Background: an optimization exercise with open tools, aiming at small area. Do not read the settings as production practice.
In this exercise RTL edits were held to simulation tests only and were not proved equivalent to the original. The flow treats the clock pin as an ideal source, which a real chip does not have.

==> inputs of job 8366 <==
==> flow/design.v <==
`default_nettype none
module ledscan (
    input  wire        clk,
    input  wire        rst,
    input  wire        cmd_start,
    input  wire [7:0]  cfg_tiles_x,
    input  wire [7:0]  cfg_tiles_y,
    input  wire        hw_grant,
    input  wire        stop_req,
    input  wire        rx_valid,
    input  wire [7:0]  rx_data,
    input  wire        rx_eof,
    output wire        rx_ready,
    output reg  [4:0]  row_addr,
    output wire [31:0] col_reg,
    output reg         col_stb,
    output reg         lat,
    output reg         oe,
    output reg         pass_done,
    output reg         pub_stb,
    output wire [1:0]  mode,
    output wire        exit_valid,
    output wire [7:0]  exit_code,
    output wire        owned
);
    localparam [2:0] P_SELECT  = 3'd0,
                     P_SHIFT   = 3'd1,
                     P_LATCH   = 3'd2,
                     P_PWM     = 3'd3,    
                     P_ADVANCE = 3'd5,
                     P_RELEASE = 3'd6;
    reg        run, halt;              
    reg  [1:0] ecode;
    reg        two_wide, two_high;
    reg        rx_open;
    reg        ever;
    reg        stop_flag;
    reg        eof_seen;
    reg        got_brt;                
    reg  [8*129-1:0] ring0, ring1;     
    reg  [7:0] zpos;                   
    reg        skip_due;               
    reg        skipping;               
    reg  [7:0] fifo [0:7];             
    reg  [3:0] cnt;                    
    reg  [6:0] haddr;                  
    reg        hbank;                  
    reg  [7:0] brt0, brt1;
    reg        front;
    reg  [2:0] phase;
    reg  [6:0] rptr;                   
    reg        rbank;                  
    reg        rvalid;                 
    reg  [7:0] brt;
    reg  [7:0] pwmcnt;
    reg  [7:0] col;
    assign rx_ready   = rx_open;
    assign mode       = {halt, run};
    assign owned      = run;
    assign exit_valid = halt;
    assign exit_code  = {6'd0, ecode};
    assign col_reg    = {1'b0, col[7], 2'b0, col[6], 4'b0, col[5], 4'b0, col[4],
                         4'b0, col[3], 2'b0, col[2], 2'b0, col[1], 2'b0, col[0], 3'b0};
    wire cfg_ok = (cfg_tiles_x != 8'd0) && (cfg_tiles_y != 8'd0) &&
                  ((cfg_tiles_x == 8'd1 && cfg_tiles_y <= 8'd2) ||
                   (cfg_tiles_x == 8'd2 && cfg_tiles_y == 8'd1));
    wire big = two_wide | two_high;    
    wire ingest_active = run && rx_open;
    wire rx_accept     = ingest_active && !stop_flag && rx_valid;
    wire rx_end        = ingest_active && !stop_flag && !rx_valid && rx_eof;
    wire rx_is_brt     = rx_accept && !got_brt;
    wire rx_is_data    = rx_accept && got_brt;
    wire [7:0] wsum    = {1'b0, haddr} + {4'd0, cnt};
    wire [6:0] wptr    = wsum[6:0];               
    wire rx_is_last    = (wptr[5:0] == 6'h3f) && (wptr[6] || !big);
    wire       skip_go  = skip_due && !skipping && (zpos == 8'd0);
    wire       short    = skipping || skip_go;    
    wire [7:0] zpos_nx  = (zpos == 8'd0) ? (short ? 8'd127 : 8'd128) : zpos - 8'd1;
    wire       short_nx = short && (zpos != 8'd1);
    wire       fifo_any  = (cnt != 4'd0);
    wire       head_ok   = run && (fifo_any || rx_is_data);
    wire [7:0] head_data = fifo_any ? fifo[haddr[2:0]] : rx_data;
    wire [8:0] hsum      = {1'b0, zpos_nx} + {2'b0, haddr};
    wire [7:0] hstage    = (hsum >= (short_nx ? 9'd128 : 9'd129)) ?
                           hsum[7:0] - (short_nx ? 8'd128 : 8'd129) : hsum[7:0];
    wire       hit       = head_ok && (hstage[2:0] == 3'd7);
    wire       pop       = hit && fifo_any;
    wire       push      = rx_is_data && !(hit && !fifo_any);
    wire       hlast     = (haddr[5:0] == 6'h3f) && (haddr[6] || !big);
    reg  [8*129-1:0] ring0_nx, ring1_nx;
    integer k;
    always @* begin
        for (k = 0; k < 129; k = k + 1) begin
            if (k == 128) begin
                ring0_nx[8*k +: 8] = ring0[7:0];
                ring1_nx[8*k +: 8] = ring1[7:0];
            end else if (k == 127) begin
                ring0_nx[8*k +: 8] = short ? ring0[7:0] : ring0[8*128 +: 8];
                ring1_nx[8*k +: 8] = short ? ring1[7:0] : ring1[8*128 +: 8];
            end else begin
                ring0_nx[8*k +: 8] = ring0[8*(k+1) +: 8];
                ring1_nx[8*k +: 8] = ring1[8*(k+1) +: 8];
            end
            if (k % 8 == 7) begin
                ring0_nx[8*k +: 8] = ~ring0_nx[8*k +: 8];
                ring1_nx[8*k +: 8] = ~ring1_nx[8*k +: 8];
                if (hit && hstage[6:3] == k / 8) begin
                    if (!hbank) ring0_nx[8*k +: 8] = (k / 8) % 2 ? ~head_data : head_data;
                    else        ring1_nx[8*k +: 8] = (k / 8) % 2 ? ~head_data : head_data;
                end
            end
        end
    end
    wire [6:0] raddr   = {rptr[6] & big, rptr[5:0]};
    wire       tap65   = rptr[6] & !big;
    wire [7:0] tap_b   = rbank ? (tap65 ? ring1[8*65 +: 8] : ring1[7:0])
                               : (tap65 ? ring0[8*65 +: 8] : ring0[7:0]);
    wire       byp     = (hbank == front) && (rbank == front) && (raddr >= haddr);
    wire [7:0] rd_byte = byp ? fifo[raddr[2:0]] : tap_b;
    wire       row_last = two_wide ? (rptr[2:0] == 3'd7) : (rptr[1:0] == 2'd3);
    wire       pass_end = (rptr[5:0] == 6'd0) && (!rptr[6] || !big);
    always @(posedge clk) begin
        ring0 <= ring0_nx;
        ring1 <= ring1_nx;
        if (push)
            fifo[wptr[2:0]] <= rx_data;
        if (rx_is_brt) begin
            if (front) brt0 <= rx_data;
            else       brt1 <= rx_data;
        end
    end
    always @(posedge clk) begin
        if (rst) begin
            run        <= 1'b0;
            halt       <= 1'b0;
            ecode      <= 2'd0;
            rx_open    <= 1'b0;
            row_addr   <= 5'd0;
            col        <= 8'd0;
            col_stb    <= 1'b0;
            lat        <= 1'b0;
            oe         <= 1'b0;
            pass_done  <= 1'b0;
            pub_stb    <= 1'b0;
        end else begin
            col_stb   <= 1'b0;
            lat       <= 1'b0;
            pass_done <= 1'b0;
            pub_stb   <= 1'b0;
            if (!run && !halt && cmd_start) begin
                if (!cfg_ok) begin
                    halt  <= 1'b1;
                    ecode <= 2'd2;
                end else if (!hw_grant) begin
                    halt  <= 1'b1;
                    ecode <= 2'd3;
                end else begin
                    two_wide  <= (cfg_tiles_x == 8'd2);
                    two_high  <= (cfg_tiles_y == 8'd2);
                    front     <= 1'b0;
                    got_brt   <= 1'b0;
                    ever      <= 1'b0;
                    stop_flag <= 1'b0;
                    eof_seen  <= 1'b0;
                    phase     <= P_SELECT;
                    rptr      <= 7'd0;
                    skip_due  <= 1'b0;
                    skipping  <= 1'b0;
                    zpos      <= 8'd1;
                    cnt       <= 4'd0;
                    haddr     <= 7'd0;
                    hbank     <= 1'b1;
                    run       <= 1'b1;
                    rx_open   <= 1'b1;
                end
            end
            if (run && stop_req)
                stop_flag <= 1'b1;
            if (ingest_active && stop_flag)
                rx_open <= 1'b0;
            if (rx_end) begin
                eof_seen  <= 1'b1;
                stop_flag <= 1'b1;
                rx_open   <= 1'b0;
            end
            if (rx_is_brt)
                got_brt <= 1'b1;
            if (rx_is_data && rx_is_last) begin
                front   <= ~front;
                got_brt <= 1'b0;
                ever    <= 1'b1;
                pub_stb <= 1'b1;
            end
            if (run) begin
                zpos     <= zpos_nx;
                skipping <= short_nx;
                if (skip_go)
                    skip_due <= 1'b0;
                cnt <= cnt + {3'd0, push} - {3'd0, pop};
                if (hit) begin
                    haddr <= hlast ? 7'd0 : haddr + 7'd1;
                    if (hlast)
                        hbank <= ~hbank;
                end
            end
            if (run) begin
                case (phase)
                    P_SELECT: begin
                        row_addr <= two_wide ? {1'b0, rptr[6:3]} : {rptr[6] & two_high, rptr[5:2]};
                        rbank    <= front;
                        rvalid   <= ever;
                        brt      <= ever ? (front ? brt1 : brt0) : 8'd0;
                        phase    <= P_SHIFT;
                    end
                    P_SHIFT: begin
                        col     <= rvalid ? rd_byte : 8'd0;
                        col_stb <= 1'b1;
                        rptr    <= rptr + 7'd1;
                        if (rptr == 7'd127)
                            skip_due <= 1'b1;
                        if (row_last)
                            phase <= P_LATCH;
                    end
                    P_LATCH: begin
                        lat    <= 1'b1;
                        pwmcnt <= 8'd0;
                        phase  <= P_PWM;
                    end
                    P_PWM: begin
                        oe     <= (pwmcnt < brt);
                        pwmcnt <= pwmcnt + 8'd1;
                        if (pwmcnt == 8'd254)
                            phase <= P_ADVANCE;
                    end
                    P_ADVANCE: begin
                        oe <= 1'b0;
                        if (pass_end) begin
                            pass_done <= 1'b1;
                            phase     <= stop_flag ? P_RELEASE : P_SELECT;
                        end else begin
                            phase <= P_SELECT;
                        end
                    end
                    P_RELEASE: begin
                        row_addr <= 5'd0;
                        col      <= 8'd0;
                        oe       <= 1'b0;
                        rx_open  <= 1'b0;
                        run      <= 1'b0;
                        halt     <= 1'b1;
                        ecode    <= (eof_seen && !ever) ? 2'd1 : 2'd0;
                    end
                    default: ;
                endcase
            end
        end
    end
endmodule
`default_nettype wire
==> flow/flow/run.sh <==
#!/bin/bash
# The standard layout (standard.sh, unchanged synthesis) with two changes:
# clock tree synthesis makes sink clusters of up to 34 flip-flops within
# 100 um and adds no dummy loads, and the port buffers use the smallest
# buffer cell. The make output goes to standard.log; ORFS keeps each tool's
# log under orfs/logs.
set -euo pipefail
cat >> config.mk <<'EOT'
export CTS_ARGS = -sink_clustering_enable -repair_clock_nets -dont_use_dummy_load -sink_clustering_size 34 -sink_clustering_max_diameter 100
export BUFFER_PORTS_ARGS = -buffer_cell sky130_fd_sc_hd__buf_1
EOT
bash standard.sh > standard.log 2>&1
==> flow/standard.sh <==
#!/bin/bash
# synth_recipe.tcl (not shown) runs the flow's synth.tcl, then flattens the netlist and writes it again
# the make line also repeats each setting of config.mk as NAME=value (left out here)
make -C /OpenROAD-flow-scripts/flow DESIGN_CONFIG=/design/flow/config.mk WORK_HOME=/design/flow/orfs CLKGATE_MAP_FILE= SYNTH_SCRIPT=/design/flow/synth_recipe.tcl "${@:-finish}"
==> flow/config.mk <==
export PLATFORM = sky130hd
export DESIGN_NAME = ledscan
export DESIGN_NICKNAME = ledscan
export VERILOG_FILES = /design/flow/design.v
export SDC_FILE = /design/flow/constraint.sdc
export NUM_CORES = 4
export LEC_CHECK = 0
export CAP_MARGIN = 20
export CORE_MARGIN = 2
export CORE_UTILIZATION = 55
export SLEW_MARGIN = 20
export CTS_ARGS = -sink_clustering_enable -repair_clock_nets -dont_use_dummy_load -sink_clustering_size 34 -sink_clustering_max_diameter 100
export BUFFER_PORTS_ARGS = -buffer_cell sky130_fd_sc_hd__buf_1
==> flow/constraint.sdc <==
create_clock -name core_clock -period 10.0 [get_ports {clk}]
set_input_delay 2.0000 -clock core_clock [delete_from_list [all_inputs] [get_ports {clk}]]
set_output_delay 2.0000 -clock core_clock [all_outputs]
set_load 0.01 [all_outputs]
==> job 1508: changes against job 8366 <==
--- a/flow/design.v
+++ b/flow/design.v
@@ -42,6 +42,7 @@
     reg        skip_due;               
     reg        skipping;               
     reg  [7:0] fifo [0:7];             
+    reg  [2:0] rp;                     
     reg  [3:0] cnt;                    
     reg  [6:0] haddr;                  
     reg        hbank;                  
@@ -70,8 +71,7 @@
     wire rx_end        = ingest_active && !stop_flag && !rx_valid && rx_eof;
     wire rx_is_brt     = rx_accept && !got_brt;
     wire rx_is_data    = rx_accept && got_brt;
-    wire [7:0] wsum    = {1'b0, haddr} + {4'd0, cnt};
-    wire [6:0] wptr    = wsum[6:0];               
+    wire [6:0] wptr    = haddr + {3'd0, cnt};    
     wire rx_is_last    = (wptr[5:0] == 6'h3f) && (wptr[6] || !big);
     wire       skip_go  = skip_due && !skipping && (zpos == 8'd0);
     wire       short    = skipping || skip_go;    
@@ -79,7 +79,7 @@
     wire       short_nx = short && (zpos != 8'd1);
     wire       fifo_any  = (cnt != 4'd0);
     wire       head_ok   = run && (fifo_any || rx_is_data);
-    wire [7:0] head_data = fifo_any ? fifo[haddr[2:0]] : rx_data;
+    wire [7:0] head_data = fifo_any ? fifo[rp] : rx_data;
     wire [8:0] hsum      = {1'b0, zpos_nx} + {2'b0, haddr};
     wire [7:0] hstage    = (hsum >= (short_nx ? 9'd128 : 9'd129)) ?
                            hsum[7:0] - (short_nx ? 8'd128 : 8'd129) : hsum[7:0];
@@ -101,13 +101,9 @@
                 ring0_nx[8*k +: 8] = ring0[8*(k+1) +: 8];
                 ring1_nx[8*k +: 8] = ring1[8*(k+1) +: 8];
             end
-            if (k % 8 == 7) begin
-                ring0_nx[8*k +: 8] = ~ring0_nx[8*k +: 8];
-                ring1_nx[8*k +: 8] = ~ring1_nx[8*k +: 8];
-                if (hit && hstage[6:3] == k / 8) begin
-                    if (!hbank) ring0_nx[8*k +: 8] = (k / 8) % 2 ? ~head_data : head_data;
-                    else        ring1_nx[8*k +: 8] = (k / 8) % 2 ? ~head_data : head_data;
-                end
+            if (k % 8 == 7 && hit && hstage[6:3] == k / 8) begin
+                if (!hbank) ring0_nx[8*k +: 8] = head_data;
+                else        ring1_nx[8*k +: 8] = head_data;
             end
         end
     end
@@ -115,15 +111,16 @@
     wire       tap65   = rptr[6] & !big;
     wire [7:0] tap_b   = rbank ? (tap65 ? ring1[8*65 +: 8] : ring1[7:0])
                                : (tap65 ? ring0[8*65 +: 8] : ring0[7:0]);
-    wire       byp     = (hbank == front) && (rbank == front) && (raddr >= haddr);
-    wire [7:0] rd_byte = byp ? fifo[raddr[2:0]] : tap_b;
+    wire [7:0] rdiff   = {1'b0, raddr} - {1'b0, haddr};
+    wire       byp     = (hbank == rbank) && !rdiff[7] && ({1'b0, rdiff[6:0]} < {4'd0, cnt});
+    wire [7:0] rd_byte = byp ? fifo[rp + rdiff[2:0]] : tap_b;
     wire       row_last = two_wide ? (rptr[2:0] == 3'd7) : (rptr[1:0] == 2'd3);
     wire       pass_end = (rptr[5:0] == 6'd0) && (!rptr[6] || !big);
     always @(posedge clk) begin
         ring0 <= ring0_nx;
         ring1 <= ring1_nx;
         if (push)
-            fifo[wptr[2:0]] <= rx_data;
+            fifo[rp + cnt[2:0]] <= rx_data;
         if (rx_is_brt) begin
             if (front) brt0 <= rx_data;
             else       brt1 <= rx_data;
@@ -197,6 +194,8 @@
                 if (skip_go)
                     skip_due <= 1'b0;
                 cnt <= cnt + {3'd0, push} - {3'd0, pop};
+                if (pop)
+                    rp <= rp + 3'd1;
                 if (hit) begin
                     haddr <= hlast ? 7'd0 : haddr + 7'd1;
                     if (hlast)
==> flow/flow/run.sh (replaced) <==
#!/bin/bash
# The standard layout (standard.sh, unchanged synthesis) with two changes:
# clock tree synthesis makes sink clusters of up to 30 flip-flops within
# 100 um and adds no dummy loads, and the port buffers use the smallest
# buffer cell. The make output goes to standard.log; ORFS keeps each tool's
# log under orfs/logs.
set -euo pipefail
cat >> config.mk <<'EOT'
export CTS_ARGS = -sink_clustering_enable -repair_clock_nets -dont_use_dummy_load -sink_clustering_size 30 -sink_clustering_max_diameter 100
export BUFFER_PORTS_ARGS = -buffer_cell sky130_fd_sc_hd__buf_1
EOT
bash standard.sh > standard.log 2>&1
==> flow/config.mk (replaced) <==
export PLATFORM = sky130hd
export DESIGN_NAME = ledscan
export DESIGN_NICKNAME = ledscan
export VERILOG_FILES = /design/flow/design.v
export SDC_FILE = /design/flow/constraint.sdc
export NUM_CORES = 4
export LEC_CHECK = 0
export CAP_MARGIN = 20
export CORE_MARGIN = 2
export CORE_UTILIZATION = 30
export SLEW_MARGIN = 20
export CTS_ARGS = -sink_clustering_enable -repair_clock_nets -dont_use_dummy_load -sink_clustering_size 30 -sink_clustering_max_diameter 100
export BUFFER_PORTS_ARGS = -buffer_cell sky130_fd_sc_hd__buf_1
==> job 4390: changes against job 8366 <==
--- a/flow/design.v
+++ b/flow/design.v
@@ -26,7 +26,8 @@
     localparam [2:0] P_SELECT  = 3'd0,
                      P_SHIFT   = 3'd1,
                      P_LATCH   = 3'd2,
-                     P_PWM     = 3'd3,    
+                     P_ON      = 3'd3,
+                     P_OFF     = 3'd4,
                      P_ADVANCE = 3'd5,
                      P_RELEASE = 3'd6;
     reg        run, halt;              
@@ -37,11 +38,13 @@
     reg        stop_flag;
     reg        eof_seen;
     reg        got_brt;                
+    reg  [6:0] wptr;                   
     reg  [8*129-1:0] ring0, ring1;     
     reg  [7:0] zpos;                   
     reg        skip_due;               
     reg        skipping;               
     reg  [7:0] fifo [0:7];             
+    reg  [2:0] rp;                     
     reg  [3:0] cnt;                    
     reg  [6:0] haddr;                  
     reg        hbank;                  
@@ -70,8 +73,6 @@
     wire rx_end        = ingest_active && !stop_flag && !rx_valid && rx_eof;
     wire rx_is_brt     = rx_accept && !got_brt;
     wire rx_is_data    = rx_accept && got_brt;
-    wire [7:0] wsum    = {1'b0, haddr} + {4'd0, cnt};
-    wire [6:0] wptr    = wsum[6:0];               
     wire rx_is_last    = (wptr[5:0] == 6'h3f) && (wptr[6] || !big);
     wire       skip_go  = skip_due && !skipping && (zpos == 8'd0);
     wire       short    = skipping || skip_go;    
@@ -79,7 +80,7 @@
     wire       short_nx = short && (zpos != 8'd1);
     wire       fifo_any  = (cnt != 4'd0);
     wire       head_ok   = run && (fifo_any || rx_is_data);
-    wire [7:0] head_data = fifo_any ? fifo[haddr[2:0]] : rx_data;
+    wire [7:0] head_data = fifo_any ? fifo[rp] : rx_data;
     wire [8:0] hsum      = {1'b0, zpos_nx} + {2'b0, haddr};
     wire [7:0] hstage    = (hsum >= (short_nx ? 9'd128 : 9'd129)) ?
                            hsum[7:0] - (short_nx ? 8'd128 : 8'd129) : hsum[7:0];
@@ -101,13 +102,9 @@
                 ring0_nx[8*k +: 8] = ring0[8*(k+1) +: 8];
                 ring1_nx[8*k +: 8] = ring1[8*(k+1) +: 8];
             end
-            if (k % 8 == 7) begin
-                ring0_nx[8*k +: 8] = ~ring0_nx[8*k +: 8];
-                ring1_nx[8*k +: 8] = ~ring1_nx[8*k +: 8];
-                if (hit && hstage[6:3] == k / 8) begin
-                    if (!hbank) ring0_nx[8*k +: 8] = (k / 8) % 2 ? ~head_data : head_data;
-                    else        ring1_nx[8*k +: 8] = (k / 8) % 2 ? ~head_data : head_data;
-                end
+            if (k % 8 == 7 && hit && hstage[6:3] == k / 8) begin
+                if (!hbank) ring0_nx[8*k +: 8] = head_data;
+                else        ring1_nx[8*k +: 8] = head_data;
             end
         end
     end
@@ -115,15 +112,16 @@
     wire       tap65   = rptr[6] & !big;
     wire [7:0] tap_b   = rbank ? (tap65 ? ring1[8*65 +: 8] : ring1[7:0])
                                : (tap65 ? ring0[8*65 +: 8] : ring0[7:0]);
-    wire       byp     = (hbank == front) && (rbank == front) && (raddr >= haddr);
-    wire [7:0] rd_byte = byp ? fifo[raddr[2:0]] : tap_b;
+    wire [7:0] rdiff   = {1'b0, raddr} - {1'b0, haddr};
+    wire       byp     = (hbank == rbank) && !rdiff[7] && ({1'b0, rdiff[6:0]} < {4'd0, cnt});
+    wire [7:0] rd_byte = byp ? fifo[rp + rdiff[2:0]] : tap_b;
     wire       row_last = two_wide ? (rptr[2:0] == 3'd7) : (rptr[1:0] == 2'd3);
     wire       pass_end = (rptr[5:0] == 6'd0) && (!rptr[6] || !big);
     always @(posedge clk) begin
         ring0 <= ring0_nx;
         ring1 <= ring1_nx;
         if (push)
-            fifo[wptr[2:0]] <= rx_data;
+            fifo[rp + cnt[2:0]] <= rx_data;
         if (rx_is_brt) begin
             if (front) brt0 <= rx_data;
             else       brt1 <= rx_data;
@@ -159,6 +157,7 @@
                     two_high  <= (cfg_tiles_y == 8'd2);
                     front     <= 1'b0;
                     got_brt   <= 1'b0;
+                    wptr      <= 7'd0;
                     ever      <= 1'b0;
                     stop_flag <= 1'b0;
                     eof_seen  <= 1'b0;
@@ -185,11 +184,15 @@
             end
             if (rx_is_brt)
                 got_brt <= 1'b1;
-            if (rx_is_data && rx_is_last) begin
-                front   <= ~front;
-                got_brt <= 1'b0;
-                ever    <= 1'b1;
-                pub_stb <= 1'b1;
+            if (rx_is_data) begin
+                wptr <= wptr + 7'd1;
+                if (rx_is_last) begin
+                    front   <= ~front;
+                    got_brt <= 1'b0;
+                    wptr    <= 7'd0;
+                    ever    <= 1'b1;
+                    pub_stb <= 1'b1;
+                end
             end
             if (run) begin
                 zpos     <= zpos_nx;
@@ -197,6 +200,8 @@
                 if (skip_go)
                     skip_due <= 1'b0;
                 cnt <= cnt + {3'd0, push} - {3'd0, pop};
+                if (pop)
+                    rp <= rp + 3'd1;
                 if (hit) begin
                     haddr <= hlast ? 7'd0 : haddr + 7'd1;
                     if (hlast)
@@ -224,13 +229,25 @@
                     P_LATCH: begin
                         lat    <= 1'b1;
                         pwmcnt <= 8'd0;
-                        phase  <= P_PWM;
-                    end
-                    P_PWM: begin
-                        oe     <= (pwmcnt < brt);
-                        pwmcnt <= pwmcnt + 8'd1;
-                        if (pwmcnt == 8'd254)
-                            phase <= P_ADVANCE;
+                        phase  <= (brt != 8'd0) ? P_ON : P_OFF;
+                    end
+                    P_ON: begin
+                        oe <= 1'b1;
+                        if (pwmcnt + 8'd1 == brt) begin
+                            pwmcnt <= 8'd0;
+                            phase  <= (brt != 8'd255) ? P_OFF : P_ADVANCE;
+                        end else begin
+                            pwmcnt <= pwmcnt + 8'd1;
+                        end
+                    end
+                    P_OFF: begin
+                        oe <= 1'b0;
+                        if (pwmcnt + 8'd1 == 8'd255 - brt) begin
+                            pwmcnt <= 8'd0;
+                            phase  <= P_ADVANCE;
+                        end else begin
+                            pwmcnt <= pwmcnt + 8'd1;
+                        end
                     end
                     P_ADVANCE: begin
                         oe <= 1'b0;
==> flow/flow/run.sh (replaced) <==
#!/bin/bash
# Standard layout, with clock tree synthesis told to make larger sink
# clusters and to add no dummy loads. Ports get the smallest buffer.
set -euo pipefail
cat >> config.mk <<'EOT'
export CTS_ARGS = -sink_clustering_enable -repair_clock_nets -dont_use_dummy_load -sink_clustering_size 36 -sink_clustering_max_diameter 60
export BUFFER_PORTS_ARGS = -buffer_cell sky130_fd_sc_hd__buf_1
EOT
bash standard.sh > standard.log 2>&1
==> flow/config.mk (replaced) <==
export PLATFORM = sky130hd
export DESIGN_NAME = ledscan
export DESIGN_NICKNAME = ledscan
export VERILOG_FILES = /design/flow/design.v
export SDC_FILE = /design/flow/constraint.sdc
export NUM_CORES = 4
export LEC_CHECK = 0
export CAP_MARGIN = 20
export CORE_MARGIN = 2
export CORE_UTILIZATION = 30
export SLEW_MARGIN = 20
export CTS_ARGS = -sink_clustering_enable -repair_clock_nets -dont_use_dummy_load -sink_clustering_size 36 -sink_clustering_max_diameter 60
export BUFFER_PORTS_ARGS = -buffer_cell sky130_fd_sc_hd__buf_1
==> metrics.md <==
| Metric | Value |
|---|---|
| NonClk Buf Share | 0.005813 |
| Worst Path Max Fanout | 10 |
| Switch share | 0.1920 |
| Met2 usage | 0.1374 |
| Critical path's largest stage delay | a little over 0.8 ns |
| Status | complete, no violations |
| CP bufs+invs | 3 |
[end of results for job 1508]
==> metrics.md <==
| Metric | Value |
|---|---|
| Switch share | 0.1906 |
| Status | complete, no violations |
| NonClk Buf Share | 0.006385 |
| Critical path's largest stage delay | 0.79 ns |
[end of results for job 4390]
==> metrics.md <==
| Metric | Value |
|---|---|
| Met2 usage | 0.2667 |
| NonClk Buf Share | 0.005745 |
| Status | complete, no violations |
| Worst Path Max Fanout | 12 |
| Critical path's largest stage delay | ~0.61 ns |
[end of results for job 8366]

[separate check: timing with driven ports]
Ports are ideal in the flow. The routed layouts listed here were re-timed in OpenROAD. Step 1 assumes that a clkbuf_16 drives the clock port and a buf_2 every other input. Step 2 also shifts input and output timing later by t, the mid clock arrival at the registers, as if the neighbouring blocks saw the same clock. a / b / c = no drivers / after step 1 / after step 2; a / b = the first two.
| run | t, ns | setup slack, ns | worst hold slack (ns) | worst slew at a driven data input, ns |
|---|---|---|---|---|
| job 8366 | 0.715 | 2.907 / 2.907 / 2.907 | 0.273 / 0.273 / 0.273 | 0.05 |
| job 1508 | 0.747 | 3.697 / 3.697 / 3.697 | 0.292 / 0.292 / 0.292 | 0.05 |
| job 4390 | 0.779 | 2.840 / 2.840 / 2.840 | 0.241 / 0.241 / 0.241 | 0.09 |
After both steps every run listed still meets setup and hold.
